Context: an optimization exercise on an open-source flow, tuned for small area, a short achievable clock period and few clock cycles. The choices shown serve that exercise and are no tape-out recipe. Only simulation tests tie the RTL to the original design; equivalence was not proved.

==> design.v <==
module fx_sin (
    input  wire [7:0] angle,
    output wire [9:0] value
);
    wire [1:0] quad = angle[7:6];
    wire [5:0] low  = angle[5:0];
    wire [6:0] idx = quad[0] ? (7'd64 - {1'b0, low}) : {1'b0, low};
    reg [8:0] rom;
    always @(*) begin
        case (idx)
            7'd0: rom = 9'd0;
            7'd1: rom = 9'd6;
            7'd2: rom = 9'd13;
            7'd3: rom = 9'd19;
            7'd4: rom = 9'd25;
            7'd5: rom = 9'd31;
            7'd6: rom = 9'd38;
            7'd7: rom = 9'd44;
            7'd8: rom = 9'd50;
            7'd9: rom = 9'd56;
            7'd10: rom = 9'd62;
            7'd11: rom = 9'd68;
            7'd12: rom = 9'd74;
            7'd13: rom = 9'd80;
            7'd14: rom = 9'd86;
            7'd15: rom = 9'd92;
            7'd16: rom = 9'd98;
            7'd17: rom = 9'd104;
            7'd18: rom = 9'd109;
            7'd19: rom = 9'd115;
            7'd20: rom = 9'd121;
            7'd21: rom = 9'd126;
            7'd22: rom = 9'd132;
            7'd23: rom = 9'd137;
            7'd24: rom = 9'd142;
            7'd25: rom = 9'd147;
            7'd26: rom = 9'd152;
            7'd27: rom = 9'd157;
            7'd28: rom = 9'd162;
            7'd29: rom = 9'd167;
            7'd30: rom = 9'd172;
            7'd31: rom = 9'd177;
            7'd32: rom = 9'd181;
            7'd33: rom = 9'd185;
            7'd34: rom = 9'd190;
            7'd35: rom = 9'd194;
            7'd36: rom = 9'd198;
            7'd37: rom = 9'd202;
            7'd38: rom = 9'd206;
            7'd39: rom = 9'd209;
            7'd40: rom = 9'd213;
            7'd41: rom = 9'd216;
            7'd42: rom = 9'd220;
            7'd43: rom = 9'd223;
            7'd44: rom = 9'd226;
            7'd45: rom = 9'd229;
            7'd46: rom = 9'd231;
            7'd47: rom = 9'd234;
            7'd48: rom = 9'd237;
            7'd49: rom = 9'd239;
            7'd50: rom = 9'd241;
            7'd51: rom = 9'd243;
            7'd52: rom = 9'd245;
            7'd53: rom = 9'd247;
            7'd54: rom = 9'd248;
            7'd55: rom = 9'd250;
            7'd56: rom = 9'd251;
            7'd57: rom = 9'd252;
            7'd58: rom = 9'd253;
            7'd59: rom = 9'd254;
            7'd60: rom = 9'd255;
            7'd61: rom = 9'd255;
            7'd62: rom = 9'd256;
            7'd63: rom = 9'd256;
            7'd64: rom = 9'd256;
            default: rom = 9'd0;
        endcase
    end
    assign value = quad[1] ? (10'd0 - {1'b0, rom}) : {1'b0, rom};
endmodule
module fx_mul #(parameter AW = 16, BW = 16, PW = 24) (
    input  wire [AW-1:0] a,
    input  wire [BW-1:0] b,
    output wire [PW-1:0] p
);
    localparam ND = BW / 2;
    localparam W  = AW + 1;              
    wire [BW:0]  bx = {b, 1'b0};
    wire [W-1:0] a1 = {a[AW-1], a};
    wire [W-1:0] a2 = {a, 1'b0};
    function [PW-1:0] kconst;
        input integer dummy;
        integer j;
        reg [PW+W+2*ND:0] c;
        begin
            c = 0;
            for (j = 0; j < ND; j = j + 1)
                c = c + ({{(PW+2*ND){1'b0}}, 1'b1} << (W + 2*j));
            kconst = ~c[PW-1:0] + 1'b1;
        end
    endfunction
    localparam [PW-1:0] K = kconst(0);
    reg [PW-1:0]       acc;
    reg [W-1:0]        mag, pp;
    reg [PW+2*ND+W:0]  term;
    reg                neg, one, two;
    integer j;
    always @(*) begin
        acc = K;
        for (j = 0; j < ND; j = j + 1) begin
            neg  = bx[2*j+2] & ~(bx[2*j+1] & bx[2*j]);
            one  = bx[2*j+1] ^ bx[2*j];
            two  = (bx[2*j+2] & ~bx[2*j+1] & ~bx[2*j]) | (~bx[2*j+2] & bx[2*j+1] & bx[2*j]);
            mag  = one ? a1 : (two ? a2 : {W{1'b0}});
            pp   = neg ? ~mag : mag;
            term = {{(PW+2*ND){1'b0}}, ~pp[W-1], pp} << (2*j);
            acc  = acc + term[PW-1:0] + ({{(PW-1){1'b0}}, neg} << (2*j));
        end
    end
    assign p = acc;
endmodule
module fx_vertex (
    input  wire [12:0] g,
    input  wire        gnz,
    input  wire [23:0] w,
    input  wire [9:0]  t,
    input  wire        n,
    input  wire        sub,
    output wire [12:0] out,
    output wire [12:0] outa,
    output wire [2:0]  e
);
    wire [23:0] wa  = (n ? {{14{t[9]}}, t} : 24'd0) - w;
    wire [12:0] h   = w[20:8];
    wire [12:0] ha  = wa[20:8];
    wire [12:0] ng  = ~g + {12'd0, ~gnz};
    assign out  = sub ? g  - h  : g  + h;
    assign outa = sub ? ng - ha : ng + ha;
    assign e    = out[2:0] + outa[2:0];
endmodule
module rast_geom (
    input  wire        clk,
    input  wire        rst,           
    input  wire [47:0] cmd_word,
    input  wire        cmd_valid,
    output wire        cmd_ready,
    input  wire [12:0] rd_addr,
    output wire [7:0]  rd_data
);
    localparam OP_TOFIX = 8'h30;
    localparam OP_TOINT = 8'h31;
    localparam OP_MUL   = 8'h32;
    localparam OP_SIN   = 8'h33;
    localparam OP_COS   = 8'h34;
    localparam OP_WREG  = 8'h40;
    localparam OP_XFORM = 8'h41;
    reg [15:0] res;
    reg [7:0]  angx, angy, angz;
    reg [15:0] zoom;
    reg [12:0] p3x [0:7];            
    reg [12:0] p3y [0:7];
    reg [12:0] p3z [0:7];
    reg [7:0]  p2x [0:7];
    reg [7:0]  p2y [0:7];
    reg        pv;                   
    reg [9:0] sx, cx, sz, cz, ra, rb;
    reg [11:1] st;
    wire       busy = |st;
    reg [12:0] fs1, fs0;             
    reg        ns1, ns0;             
    reg [12:0] gc, gs;               
    reg        gcn, gsn;
    reg [12:0] y2r;                  
    reg [12:0] xr, yr;               
    reg [2:0]  exr, eyr;             
    assign cmd_ready = ~busy & ~rst;
    wire accept = cmd_valid & cmd_ready;
    wire [7:0]  opcode = cmd_word[7:0];
    wire [7:0]  fa     = cmd_word[15:8];
    wire [15:0] fh     = cmd_word[23:8];
    wire [15:0] fg_h2  = cmd_word[39:24];
    wire [15:0] fg_bh  = cmd_word[31:16];
    wire [7:0]  fg     = cmd_word[23:16];
    wire [7:0] t1a = cmd_word[6] ? fg : (cmd_word[2] ? {fa[7:6] + 2'd1, fa[5:0]} : fa);
    wire [7:0] t2a = {fg[7:6] + 2'd1, fg[5:0]};
    wire [9:0] t1v, t2v;
    fx_sin u_t1 (.angle(t1a), .value(t1v));
    fx_sin u_t2 (.angle(t2a), .value(t2v));
    wire s0 = ~busy;
    wire w_xs = st[1] | st[3] | st[7] | st[9];      
    wire w_ys = st[2] | st[4] | st[8] | st[10];     
    wire w_h1 = st[1] | st[2] | st[3] | st[4];      
    wire z_xs = st[3] | st[5] | st[8] | st[10];     
    wire z_ys = st[4] | st[6] | st[9] | st[11];     
    wire [9:0] nra = 10'd0 - ra;
    wire [15:0] m1a =
        ({16{s0 &  cmd_word[6]}} & {{6{nra[9]}}, nra}) |
        ({16{s0 & ~cmd_word[6]}} & fh) |
        ({16{st[1] | st[2]}}     & {{6{ra[9]}}, ra}) |
        ({16{st[7]}}             & {{6{rb[9]}}, rb}) |
        ({16{z_xs}}              & {{3{xr[12]}}, xr}) |
        ({16{z_ys}}              & {{3{yr[12]}}, yr});
    wire [15:0] m1b =
        ({16{s0 &  cmd_word[6]}} & {{6{sx[9]}}, sx}) |
        ({16{s0 & ~cmd_word[6]}} & fg_h2) |
        ({16{st[1]}}             & {{6{cz[9]}}, cz}) |
        ({16{st[2]}}             & {{6{sz[9]}}, sz}) |
        ({16{st[7]}}             & {{6{cx[9]}}, cx}) |
        ({16{z_xs | z_ys}}       & zoom);
    wire [23:0] m1p;
    fx_mul #(.AW(16), .BW(16), .PW(24)) u_m1 (.a(m1a), .b(m1b), .p(m1p));
    wire [12:0] m2a =
        ({13{s0 | st[5] | st[6]}} & {{3{rb[9]}}, rb}) |
        ({13{st[11]}}             & {{3{nra[9]}}, nra}) |
        ({13{w_xs | w_ys}}        & y2r);
    wire [9:0] m2b =
        ({10{s0}}            & sx) |
        ({10{st[11]}}        & cx) |
        ({10{st[5] | w_ys}}  & cz) |
        ({10{st[6] | w_xs}}  & sz);
    wire [23:0] m2p;
    fx_mul #(.AW(13), .BW(10), .PW(24)) u_m2 (.a(m2a), .b(m2b), .p(m2p));
    wire [12:0] g_v  = (st[1] | st[2]) ? m1p[17:5] : (w_xs ? gc : gs);
    wire        g_nz = (st[1] | st[2]) ? (m1p[4:0] != 5'd0) : (w_xs ? gcn : gsn);
    wire [12:0] w_out, w_outa;
    wire [2:0]  w_e;
    fx_vertex u_fin (
        .g(g_v), .gnz(g_nz), .w(m2p), .t(m2b), .n(w_h1 ? ns1 : ns0), .sub(w_xs),
        .out(w_out), .outa(w_outa), .e(w_e)
    );
    wire [12:0] cx8   = {cx, 3'b000};
    wire [12:0] y2_fs = s0 ? m2p[17:5] : (st[2] ? fs1 : fs0);
    wire        y2_ep = s0 | st[4];
    wire [12:0] y2_n  = (y2_ep ? cx8 : (13'd0 - cx8)) - y2_fs;
    wire [2:0]  z_e   = z_xs ? exr : eyr;
    wire [23:0] z_ez  = $signed(z_e) * $signed(zoom);
    wire [23:0] z_pa  = z_ez - m1p;
    wire [7:0]  z_off = z_xs ? 8'd32 : 8'd16;
    wire [7:0]  p2_b  = m1p[23:16] + z_off;
    wire [7:0]  p2_a  = z_pa[23:16] + z_off;
    wire [23:0] c_p   = st[7] ? m1p : m2p;
    wire [12:0] c_f   = c_p[17:5];
    wire [12:0] c_nf  = ~c_f + {12'd0, (c_p[4:0] == 5'd0)};
    wire [12:0] sx8   = {sx, 3'b000};
    wire [12:0] z2_bp = c_f + sx8;        
    wire [12:0] z2_bm = c_f - sx8;        
    wire [12:0] z2_ap = c_nf - sx8;       
    wire [12:0] z2_am = c_nf + sx8;       
    always @(posedge clk) begin
        if (rst) begin
            res   <= 16'h0000;
            angx  <= 8'h00;
            angy  <= 8'h00;
            angz  <= 8'h00;
            zoom  <= 16'h0100;
            sx    <= 10'd0;
            cx    <= 10'd256;
            sz    <= 10'd0;
            cz    <= 10'd256;
            ra    <= 10'd256;
            rb    <= 10'd256;
            pv    <= 1'b0;
            st    <= 11'd0;
        end else if (busy) begin
            st <= {st[10:1], 1'b0};
        end else if (accept) begin
            case (opcode)
                OP_TOFIX: res <= {fh[7:0], 8'h00};
                OP_TOINT: res <= {{8{fh[15]}}, fh[15:8]};
                OP_MUL:   res <= m1p[23:8];
                OP_SIN:   res <= {{6{t1v[9]}}, t1v};
                OP_COS:   res <= {{6{t1v[9]}}, t1v};
                OP_WREG: begin
                    case (fa)
                        8'd0: begin angx <= fg; sx <= t1v; cx <= t2v; end
                        8'd1: begin angy <= fg; ra <= t2v - t1v; rb <= t2v + t1v; end
                        8'd2: begin angz <= fg; sz <= t1v; cz <= t2v; end
                        8'd3: zoom <= fg_bh;
                        default: ;
                    endcase
                end
                OP_XFORM: begin
                    st <= 11'd1;
                    pv <= 1'b1;
                end
                default: ;    
            endcase
        end
    end
    always @(posedge clk) begin
        if (s0) begin
            fs0 <= m1p[17:5];
            ns0 <= (m1p[4:0] != 5'd0);
            fs1 <= m2p[17:5];
            ns1 <= (m2p[4:0] != 5'd0);
        end
        if (s0 | st[2] | st[4] | st[8]) y2r <= y2_n;
        if (st[1]) begin gc <= m1p[17:5]; gcn <= (m1p[4:0] != 5'd0); end
        if (st[2]) begin gs <= m1p[17:5]; gsn <= (m1p[4:0] != 5'd0); end
        if (st[5]) begin gc <= m2p[17:5]; gcn <= (m2p[4:0] != 5'd0); end
        if (st[6]) begin gs <= m2p[17:5]; gsn <= (m2p[4:0] != 5'd0); end
        if (w_xs) begin xr <= w_out; exr <= w_e; end
        if (w_ys) begin yr <= w_out; eyr <= w_e; end
        if (st[1])  begin p3x[7] <= w_out; p3x[0] <= w_outa; end
        if (st[3])  begin p3x[5] <= w_out; p3x[2] <= w_outa; end
        if (st[7])  begin p3x[3] <= w_out; p3x[4] <= w_outa; end
        if (st[9])  begin p3x[1] <= w_out; p3x[6] <= w_outa; end
        if (st[2])  begin p3y[7] <= w_out; p3y[0] <= w_outa; end
        if (st[4])  begin p3y[5] <= w_out; p3y[2] <= w_outa; end
        if (st[8])  begin p3y[3] <= w_out; p3y[4] <= w_outa; end
        if (st[10]) begin p3y[1] <= w_out; p3y[6] <= w_outa; end
        if (st[3])  begin p2x[7] <= p2_b; p2x[0] <= p2_a; end
        if (st[5])  begin p2x[5] <= p2_b; p2x[2] <= p2_a; end
        if (st[8])  begin p2x[3] <= p2_b; p2x[4] <= p2_a; end
        if (st[10]) begin p2x[1] <= p2_b; p2x[6] <= p2_a; end
        if (st[4])  begin p2y[7] <= p2_b; p2y[0] <= p2_a; end
        if (st[6])  begin p2y[5] <= p2_b; p2y[2] <= p2_a; end
        if (st[9])  begin p2y[3] <= p2_b; p2y[4] <= p2_a; end
        if (st[11]) begin p2y[1] <= p2_b; p2y[6] <= p2_a; end
        if (st[7]) begin
            p3z[7] <= z2_bp; p3z[5] <= z2_bm; p3z[0] <= z2_ap; p3z[2] <= z2_am;
        end
        if (st[11]) begin
            p3z[3] <= z2_bp; p3z[1] <= z2_bm; p3z[4] <= z2_ap; p3z[6] <= z2_am;
        end
    end
    reg [7:0] tbl;
    integer k;
    always @(*) begin
        tbl = 8'h00;
        case (rd_addr[6:0])
            7'h00: tbl = {7'd0, busy | rst};
            7'h01: tbl = angx;
            7'h02: tbl = angy;
            7'h03: tbl = angz;
            7'h04: tbl = zoom[7:0];
            7'h05: tbl = zoom[15:8];
            7'h06: tbl = res[7:0];
            7'h07: tbl = res[15:8];
            default: ;
        endcase
        for (k = 0; k < 8; k = k + 1) begin
            if (rd_addr[6:0] == 7'h20 + 2*k) tbl = p2x[k];
            if (rd_addr[6:0] == 7'h21 + 2*k) tbl = p2y[k];
            if (rd_addr[6:0] == 7'h40 + 6*k) tbl = p3x[k][7:0];
            if (rd_addr[6:0] == 7'h41 + 6*k) tbl = {{3{p3x[k][12]}}, p3x[k][12:8]};
            if (rd_addr[6:0] == 7'h42 + 6*k) tbl = p3y[k][7:0];
            if (rd_addr[6:0] == 7'h43 + 6*k) tbl = {{3{p3y[k][12]}}, p3y[k][12:8]};
            if (rd_addr[6:0] == 7'h44 + 6*k) tbl = p3z[k][7:0];
            if (rd_addr[6:0] == 7'h45 + 6*k) tbl = {{3{p3z[k][12]}}, p3z[k][12:8]};
        end
    end
    wire rd_hit  = (rd_addr[12:7] == 6'b010000);
    wire rd_pblk = (rd_addr[6:5] != 2'b00);            
    assign rd_data = tbl & {8{rd_hit & (pv | ~rd_pblk)}};
endmodule
==> run.sh <==
#!/bin/bash
# synth_recipe.tcl (not shown) runs the flow's synth.tcl, then flattens the netlist and writes it again
# the make line also repeats each setting of config.mk as NAME=value (left out here)
make -C /OpenROAD-flow-scripts/flow DESIGN_CONFIG=/design/flow/config.mk WORK_HOME=/design/flow/orfs CLKGATE_MAP_FILE= SYNTH_SCRIPT=/design/flow/synth_recipe.tcl finish
==> config.mk <==
export PLATFORM = sky130hd
export DESIGN_NAME = rast_geom
export DESIGN_NICKNAME = rast_geom
export VERILOG_FILES = /design/flow/design.v
export SDC_FILE = /design/flow/constraint.sdc
export NUM_CORES = 4
export LEC_CHECK = 0
export CAP_MARGIN = 20
export CORE_MARGIN = 2
export CORE_UTILIZATION = 40
export SLEW_MARGIN = 20
==> constraint.sdc <==
create_clock -name core_clock -period 28.0 [get_ports {clk}]
set_input_delay 5.6000 -clock core_clock [delete_from_list [all_inputs] [get_ports {clk}]]
set_output_delay 5.6000 -clock core_clock [all_outputs]
set_load 0.01 [all_outputs]
==> notes.md <==
cell families after synthesis:
kind of cell,synth area share
mux,0.0167
buf+inv,0.0497
fa+ha+maj,0.138
xor+xnor,0.0748
simple gates,0.142
compound gates,0.197
flops,0.382
stage by stage:
step                 util  hold WS, ns  worst slack (ns)
CTS                 0.450        0.450             10.89
detailed placement  0.430        0.441             10.92
global placement    0.430        0.436             10.94
global route        0.450        0.472             10.63
finish              0.450        0.452             10.48
floorplan               -        0.420             13.24
worst max-delay path: stages:
cell and delay (ns):
buf_2 0.52, buf_4 0.62, nor2b_1 0.56, nand2_1 0.55
o21ai_0 0.68, a211oi_1 0.11, a221oi_1 0.34, o21bai_1 0.14
a211o_1 0.32, a21oi_1 0.19, o22ai_1 0.10, a2111oi_0 0.90
o21ai_1 0.33, a21oi_1 0.21, o21a_1 0.14, clkdlybuf4s50_1 0.54
routing by layer:
layer / up-vias / track usage
met1: 20692 / 0.428
met5: - / 0
met3: 448 / 0.0846
met2: 2767 / 0.447
met4: 8 / 0.137
li1: 18503 / -
flip-flops by register name, summed over array words and instances (netlist names), 16 cells and up:
name / flops
p3x: 104
zoom: 16
p3z: 88
p3y: 104
res: 16
p2y: 64
p2x: 64
area by class of cell:
type / count / share of cell area
tap: 1600 / 0.0376
antenna: 2 / 0.0000939
clock buffer: 84 / 0.0354
multi-input combinational: 3815 / 0.515
clock inverter: 46 / 0.00949
timing repair buffer: 228 / 0.0347
inverter: 337 / 0.0237
sequential: 652 / 0.344
placed cells by master, fill, tap and decap left out, types with 20 or more instances in the layout:
cell             instances
a211oi_1                60
a21o_1                  46
a21oi_1                459
a221oi_1                48
a222oi_1                37
a22o_1                  26
a22oi_1                153
a31oi_1                 43
and2_1                  28
buf_4                  164
clkbuf_16               72
clkdlybuf4s50_1         58
dfxtp_1                116
edfxtp_1               525
fa_1                   143
ha_1                   298
inv_1                  326
mux2_2                  20
mux2i_1                 48
nand2_1                520
nand2b_1                27
nand3_1                 74
nand4_1                 26
nor2_1                 431
nor2b_1                 38
nor3_1                 111
nor3b_1                 34
nor4_1                  27
o211ai_1                45
o21a_1                  31
o21ai_0                231
o21bai_1                27
o22ai_1                 47
or2_2                   23
or3_1                   22
xnor2_1                216
xor2_1                 155
path summary, 6_finish.rpt:
path	start	endpoint	slack (ns)	cells after the start
worst max-delay path	rd_addr[0]	rd_data[4]	10.48	16
worst min register to register	angz[6]$_SDFFE_PP0P_	angz[6]$_SDFFE_PP0P_	0.45	2
worst max register to register	st[3]$_SDFFE_PP0P_	p3y[2][12]$_DFFE_PP_	14.42	41
worst min-delay path	angz[6]$_SDFFE_PP0P_	angz[6]$_SDFFE_PP0P_	0.45	2
==> flow_summary.yaml <==
logic_synthesis:
  netlist_area_um2: 47900
  ys_warn_count: 9
  synth-main-ff-cell: "edfxtp_1"
  syn_area_per_cell_um2: 9.43
  synth-edff-count: 525
  synth-seq-cells: 652
  synth-async-reset-ratio: 0
  ys_seq_area_frac: 0.382
  netlist_instances: 5082
  synthDistinctLibCells: 115
  yosysMostFrequentCell: "edfxtp_1"
  yosys-top-cells-count: "525 x edfxtp_1, 520 x nand2_1, 459 x a21oi_1, 435 x nor2_1, 326 x inv_1"
  yosys.area.top_type: "edfxtp_1"
  synth_area_leaders: "edfxtp_1 33%, ha_1 7.8%, fa_1 6.0%, dfxtp_1 5.3%, a21oi_1 4.8%"
  syn_nets: 5587
  synth_top_area_frac: 0.329
clock_tree:
  clock_latency_ns: 0.67
  cts_sinks: 652
  ctsHoldBuffers: 0
  cts.path.max_buffers: 3
  cts.htree.levels: 3
  cts_tree: "done"
  cts_root_buffer: "clkbuf_16"
  path_clk_slew_ns: 0.06
  post_cts_buffers: 0
  cts_resized: 0
  cts_buffers: 71
drt:
  drtIter0Drc: 6816
  wl_per_cell_um: 28.6
  drt_pre_antenna_iters: 7
  wl_met2_mm: 80.6
  detail-route-antenna-nets: 0
  vias_per_cell: 6.27
  remaining_drc_errors: 0
  m1WireLength_mm: 77.7
  vias: 42418
  drt-total-wl_mm: 194
  highest-signal-layer: "met5"
  wl_met3_mm: 25.5
timing:
  drv_slew: 0
  min_period_ns: 17.52
  slew_headroom: 0.175
  hold_violations: 0
  setup_viol: 0
  fin_worst_skew_ns: 0.0416
  fmax_mhz: 57.1
  worstMarginPinSlew_ns: 1.24
  fin_crit_sh: 0.626
  rsz0062_at_grt: "false"
  setup_tns_ns: 0
placed_design:
  place.port_buffers: 64
  gp_congestion: 1.02
  place_hpwl_mm: 143
  place_area_um2: 50900
  dp_cells: 6630
worst_hold_path:
  hp-class: "flip-flop to flip-flop"
cells_and_area:
  regArea_um2: 18300
  drive_gt1_frac: 0.0864
  areaGrowthSynthToFinish_pct: 11.2
  fin_area_um2: 53300
  stdcell_count: 6764
  nets: 5610
  fillCellCount: 11328
  multiInputGateArea_um2: 27400
global_routing:
  antenna_found_initial: 10
  grt_first_pass_wirelength_mm: 276
  grt_pass1_vias: 39261
  overflow: 0
  track_usage: 0.309
  grt_start_max_net_pins: 75
floorplanning:
  die_width_um: 350
  core_um2: 118000
  fp.dieArea_um2: 123000
  fp.dieH_um: 350
  ios: 73
  start_util: 0.405
  num_rows: 126
worst_setup_path:
  arrival_ns: 11.92
  cp-end-kind: "output pin"
  required_ns: 22.40
  path_class: "primary input to output pin"
  crit_path_start_kind: "primary input"
  critPathMaxFanout: 40
flow_run:
  cap_viol_max_count: 0
run_status:
  status: "timing/DRC/antenna clean"
Testbench counts, summed over its fixed seeds: cycles 14,681.

port drivers added, routing unchanged:
How much do the figures lean on ideal ports? The routed layout below was timed once more, with nothing changed but the port constraints.
Step 1 (the two cells are an assumption about what drives the block):
set clk [get_ports {clk}]
set_driving_cell -lib_cell sky130_fd_sc_hd__clkbuf_16 $clk
set_driving_cell -lib_cell sky130_fd_sc_hd__buf_2 [delete_from_list [all_inputs] $clk]
Step 2 moves the port delays by t, midway between the first and last clock arrival at a register: inputs arrive t later, outputs are due t later. That takes back most of the time a late clock gives input paths.
Slacks: ideal ports / drivers / drivers and shift; pairs: ideal ports / drivers.
shift t [ns]: 0.720
setup slack, ns: 10.484 / 10.461 / 10.461
hold WS [ns]: 0.452 / 0.452 / 0.452
worst setup path at the end: input to output
clock arrival spread, ns: 0.042 / 0.041
After both steps this run still meets setup and hold. The setup slack of this run moves by -0.023 ns with the drivers and by -0.023 ns with both steps.
